Context: an optimization exercise on an open-source flow, tuned for small area, a short achievable clock period and few clock cycles. The choices shown serve that exercise and are no tape-out recipe. In this exercise RTL edits were held to simulation tests only and were not proved equivalent to the original.

Setup of the previous run:
Design gf_ref_alu, start of the top module:
module gf_ref_alu (
    input  wire        clk,
    input  wire        rst,
    input  wire        cmd_valid,
    output wire        cmd_ready,
    input  wire [7:0]  cmd_op,
    input  wire [1:0]  cmd_ksel,
    input  wire [31:0] cmd_poly,
    input  wire [63:0] cmd_a,
    input  wire [63:0] cmd_b,
    output wire        rsp_valid,
    input  wire        rsp_ready,
    output wire [3:0]  rsp_cc,
    output wire [63:0] rsp_result
);
==> flow/config.mk <==
export PLATFORM = sky130hd
export DESIGN_NAME = gf_ref_alu
export DESIGN_NICKNAME = gf_ref_alu
export VERILOG_FILES = /design/flow/design.v
export SDC_FILE = /design/flow/constraint.sdc
export NUM_CORES = 4
export LEC_CHECK = 0
export CAP_MARGIN = 20
export CORE_MARGIN = 2
export CORE_UTILIZATION = 45
export PLACE_DENSITY = 0.6
export SETUP_SLACK_MARGIN = 4
export SLEW_MARGIN = 20
==> flow/constraint.sdc <==
create_clock -name core_clock -period 8.0 [get_ports {clk}]
set_input_delay 1.6000 -clock core_clock [delete_from_list [all_inputs] [get_ports {clk}]]
set_output_delay 1.6000 -clock core_clock [all_outputs]
set_load 0.01 [all_outputs]
run.sh (not shown) runs the stock make flow with config.mk's settings and CLKGATE_MAP_FILE= SYNTH_SCRIPT=/design/flow/synth_recipe.tcl, a recipe that flattens the netlist after the stock synthesis.
The previous run reached the final stage; the timing, DRC and antenna checks on its layout passed.
Testbench counts of the previous run, summed over its fixed seeds: cycles 44,464.
Input-level comparison between the current run and the previous run:
--- a/flow/design.v
+++ b/flow/design.v
@@ -437,49 +437,39 @@
                                 end
                             end
                             default: begin
                                 X   <= mul_rn[31:0];
                                 cnt <= nde;
                                 dt  <= 2'd0;
                                 if (mode == M_SQ && pbit) begin
                                     R    <= 32'd0;
                                     DG   <= dsel_l(A[31:0], k4, 2'd0);
                                     mode <= M_MA;
-                                    rdy  <= (nde == {CW{1'b0}}) && (ecnt == 6'd0);
                                 end else if (ecnt == 6'd0) begin
                                     A[63:32] <= 32'd0;
-                                    if (rdy) begin
-                                        rdy   <= 1'b0;
-                                        resp  <= 1'b1;
-                                        state <= S_IDLE;
-                                    end else begin
-                                        rdy   <= 1'b1;
-                                        state <= S_RDY;
-                                    end
+                                    rdy      <= 1'b1;
+                                    state    <= S_RDY;
                                 end else begin
                                     R        <= 32'd0;
                                     DG       <= rn_top;
                                     mode     <= M_SQ;
                                     pbit     <= x_top;
                                     A[63:32] <= Ah << 1;
                                     ecnt     <= ecnt - 1'b1;
-                                    rdy      <= (nde == {CW{1'b0}}) && (ecnt == 6'd1) && !x_top;
                                 end
                             end
                         endcase
                     end else begin
                         DG  <= dg_next;
                         cnt <= cnt - 1'b1;
                         dt  <= dt + 1'b1;
-                        if (cnt == {{(CW-1){1'b0}}, 1'b1} &&
-                            (mode < M_SQ || (ecnt == 6'd0 && (mode == M_MA || !pbit))))
-                            rdy <= 1'b1;
+                        if (cnt == {{(CW-1){1'b0}}, 1'b1} && mode < M_SQ) rdy <= 1'b1;
                     end
                 end
                 S_INV: begin
                     if (e_fin) begin
                         A[63:32] <= 32'd0;
                         if (!e_top) begin
                             cc    <= z0 ? 3'd0 : 3'd7;
                             R     <= 32'd0;
                             rdy   <= 1'b1;
                             state <= S_RDY;
@@ -552,21 +542,20 @@
                         end else begin
                             R        <= 32'd0;
                             DG       <= dsel_l(A[31:0], k4, 2'd0);
                             dt       <= 2'd0;
                             cnt      <= nde;
                             mode     <= M_SQ;
                             red      <= 1'b1;
                             pbit     <= x_next;
                             A[63:32] <= Ah << 2;
                             ecnt     <= ecnt - 1'b1;
-                            rdy      <= (nde == {CW{1'b0}}) && (ecnt == 6'd1) && !x_next;
                             state    <= S_MUL;
                         end
                     end else begin
                         ecnt <= ecnt - 1'b1;
                     end
                 end
                 S_RDY: begin
                     rdy   <= 1'b0;
                     resp  <= 1'b1;
                     state <= S_IDLE;
==> run notes <==
Taking the previous run as the reference, in the current run simple-gate share of the synthesized area has increased, die height has remained practically unchanged. Final area was lower in the run labelled the current run. Of the previous run and the current run, the current run shows the lower fmax, with the previous run above it. Fraction of final layout cells sized beyond drive strength 1 (higher): the previous run. Final cell count: the previous run and the current run compared, lower one is the current run. Going from the previous run to the current run, effective utilization at floorplan did not really move; count of vias placed by the detailed router went down. Compared to the previous run, the current run has wire length about 2.3% lower. Compared with the previous run, in the current run routed length on met3 decreased by about 2.6% relative to the old numbers, count of non-CTS inverters in the layout decreased by 11% relative to the old numbers.
Testbench counts of the current run, summed over its fixed seeds: cycles 44,907.

* * *

the baseline:
gf_ref_alu, a different RTL version from the one above (not shown whole).
For scale: ~4500 cells after synthesis, ~280 flip-flops.
// gf_ref_alu
module gf_ref_alu (
    input  wire        clk,
    input  wire        rst,
    input  wire        cmd_valid,
    output wire        cmd_ready,
    input  wire [7:0]  cmd_op,
    input  wire [1:0]  cmd_ksel,
    input  wire [31:0] cmd_poly,
    input  wire [63:0] cmd_a,
    input  wire [63:0] cmd_b,
    output wire        rsp_valid,
    input  wire        rsp_ready,
    output wire [3:0]  rsp_cc,
    output wire [63:0] rsp_result
);
export LEC_CHECK = 0
export CAP_MARGIN = 20
export CORE_MARGIN = 2
export CORE_UTILIZATION = 35
export PLACE_DENSITY = 0.5
export SETUP_SLACK_MARGIN = 4
export SLEW_MARGIN = 20
create_clock -name core_clock -period 8.0 [get_ports {clk}]
Testbench counts of the baseline, summed over its fixed seeds: cycles 46,580.
#### Input delta (the candidate over the baseline)
--- a/flow/design.v
+++ b/flow/design.v
@@ -150,20 +150,20 @@
     reg [2:0]  cc;
     reg [5:0]  ecnt;
     reg        pbit;
     reg        w4;                
     reg        fc;                
     reg [5:0]  du, dv;
     wire [31:0] P  = B[63:32];
     wire [32:0] U  = {ux, B[31:0]};
     wire [32:0] V  = {1'b1, A[63:32]};
-    wire [32:0] Zn = {zx, X};
-    wire [32:0] Gn = {gx, R};
+    wire [32:0] Zn = {zx, R};
+    wire [32:0] Gn = {gx, X};
     assign cmd_ready  = rdy & pv;
     assign rsp_valid  = resp;
     assign rsp_result = {A[63:32],
                          ({32{~la | k32}} & R) | ({32{la & k16}} & {16'd0, R[31:16]}) |
                          ({32{la & k8}} & {24'd0, R[31:24]}) | ({32{la & k4}} & {28'd0, R[31:28]})};
     assign rsp_cc     = {1'b0, cc};
     function [31:0] align;        
         input [31:0] v;
         input [1:0]  k;
@@ -413,19 +413,20 @@
                                     cnt   <= c_ndw;
                                     mode  <= M_R;
                                     red   <= 1'b1;
                                     state <= S_MUL;
                                 end
                                 3'd4, 3'd5: begin              
                                     ux    <= 1'b0;
                                     du    <= {c_k32, c_k16, c_k8, c_k4, 2'b00};
                                     dv    <= {c_k32, c_k16, c_k8, c_k4, 2'b00};
-                                    X     <= zn_init;
+                                    R     <= zn_init;
+                                    X     <= 32'd0;
                                     zx    <= 1'b0;
                                     gx    <= 1'b0;
                                     state <= S_INV;
                                 end
                                 default: begin                 
                                     X     <= c_al_a;
                                     w4    <= 1'b0;
                                     fc    <= 1'b0;
                                     state <= S_FA;
@@ -477,41 +478,46 @@
                 S_INV: begin
                     if (e_fin) begin
                         A[63:32] <= 32'd0;
                         if (!e_top) begin
                             cc    <= z0 ? 3'd0 : 3'd7;
                             R     <= 32'd0;
                             resp  <= 1'b1;
                             state <= S_IDLE;
                         end else if (op[0]) begin              
+                            X     <= R;
                             R     <= 32'd0;
                             DG    <= dsel_l(A[31:0], k4, 2'd0);
                             dt    <= 2'd0;
                             cnt   <= nde;
                             mode  <= M_A;
                             red   <= 1'b1;
                             state <= S_MUL;
                         end else begin
-                            R     <= X;
                             resp  <= 1'b1;
                             state <= S_IDLE;
                         end
                     end else begin
                         {ux, B[31:0]} <= e_un;
-                        {zx, X}       <= e_zn;
+                        {zx, R}       <= e_zn;
                         du            <= e_du;
                         fz            <= e_finn;
                         efl           <= e_fln;
                         if (e_sw) begin
                             A[63:32] <= B[31:0];
-                            {gx, R}  <= Zn;
+                            {gx, X}  <= Zn;
                             dv       <= du;
                         end
+                        if (e_finn && e_un[32] && !op[0]) begin
+                            A[63:32] <= 32'd0;
+                            resp     <= 1'b1;
+                            state    <= S_IDLE;
+                        end
                     end
                 end
                 S_FA: begin
                     if (w4) A[63:32] <= {27'd0, f4_sum};
                     else begin
                         A[63:32] <= f_sum[31:0] & f_m;
                         fc       <= f_co;
                         B[31:0]  <= 32'd0;
                     end
==> comparison <==
Per the comparison of the candidate with the baseline, synthesized area about even, fmax fell about 4.6%, cell area rose 3.2%, instance count of the mapped netlist rose 46, average detailed-routed wire length per instance fell 0.56%.
Compared with the baseline, in the candidate layout-stage area growth over the synthesis result shows an increase of 3.6 points; global-route wire length before repair shows an increase of 4200 µm.
[compare] base=the baseline new=the candidate: worst setup skew after layout higher.
Global-route total usage across every layer (the candidate over the baseline): increase, 0.55 points
Compared with the baseline, the candidate shows via count of the first global-routing pass higher by 446.
The final weighted congestion of routability-driven global placement of the candidate is higher than that of the baseline.
Testbench counts of the candidate, summed over its fixed seeds: cycles 46,112.

## port drivers added, routing unchanged
Ports are ideal in the flow. The routed layouts listed here were re-timed in OpenROAD. Step 1, drivers: a clkbuf_16 drives clk and a buf_2 each remaining input, both assumed. Step 2 times the ports against the registers' clock, not the clock port: input delays grow and output delays shrink by t, the midpoint of the rising clock arrivals with the driver on. Three values: ideal ports, drivers, drivers and shift; two values: the first two.
run | t (ns) | slack for setup (ns) | worst setup path after step 2 | slew at the worst register clock pin (ns) | worst slew at a driven data input, ns
the previous run | 0.647 | 3.884 / 3.908 / 3.286 | input to register | 0.07 / 0.07 | 0.06
the current run | 0.633 | 3.789 / 3.789 / 3.261 | input to register | 0.07 / 0.07 | 0.12
the baseline | 0.649 | 3.981 / 3.963 / 3.377 | input to register | 0.07 / 0.07 | 0.10
the candidate | 0.657 | 3.785 / 3.785 / 3.464 | input to register | 0.07 / 0.07 | 0.06
After both steps every run listed still meets setup and hold. The setup slack of the baseline, which loses most, moves by -0.018 ns with the drivers and by -0.604 ns with both steps.
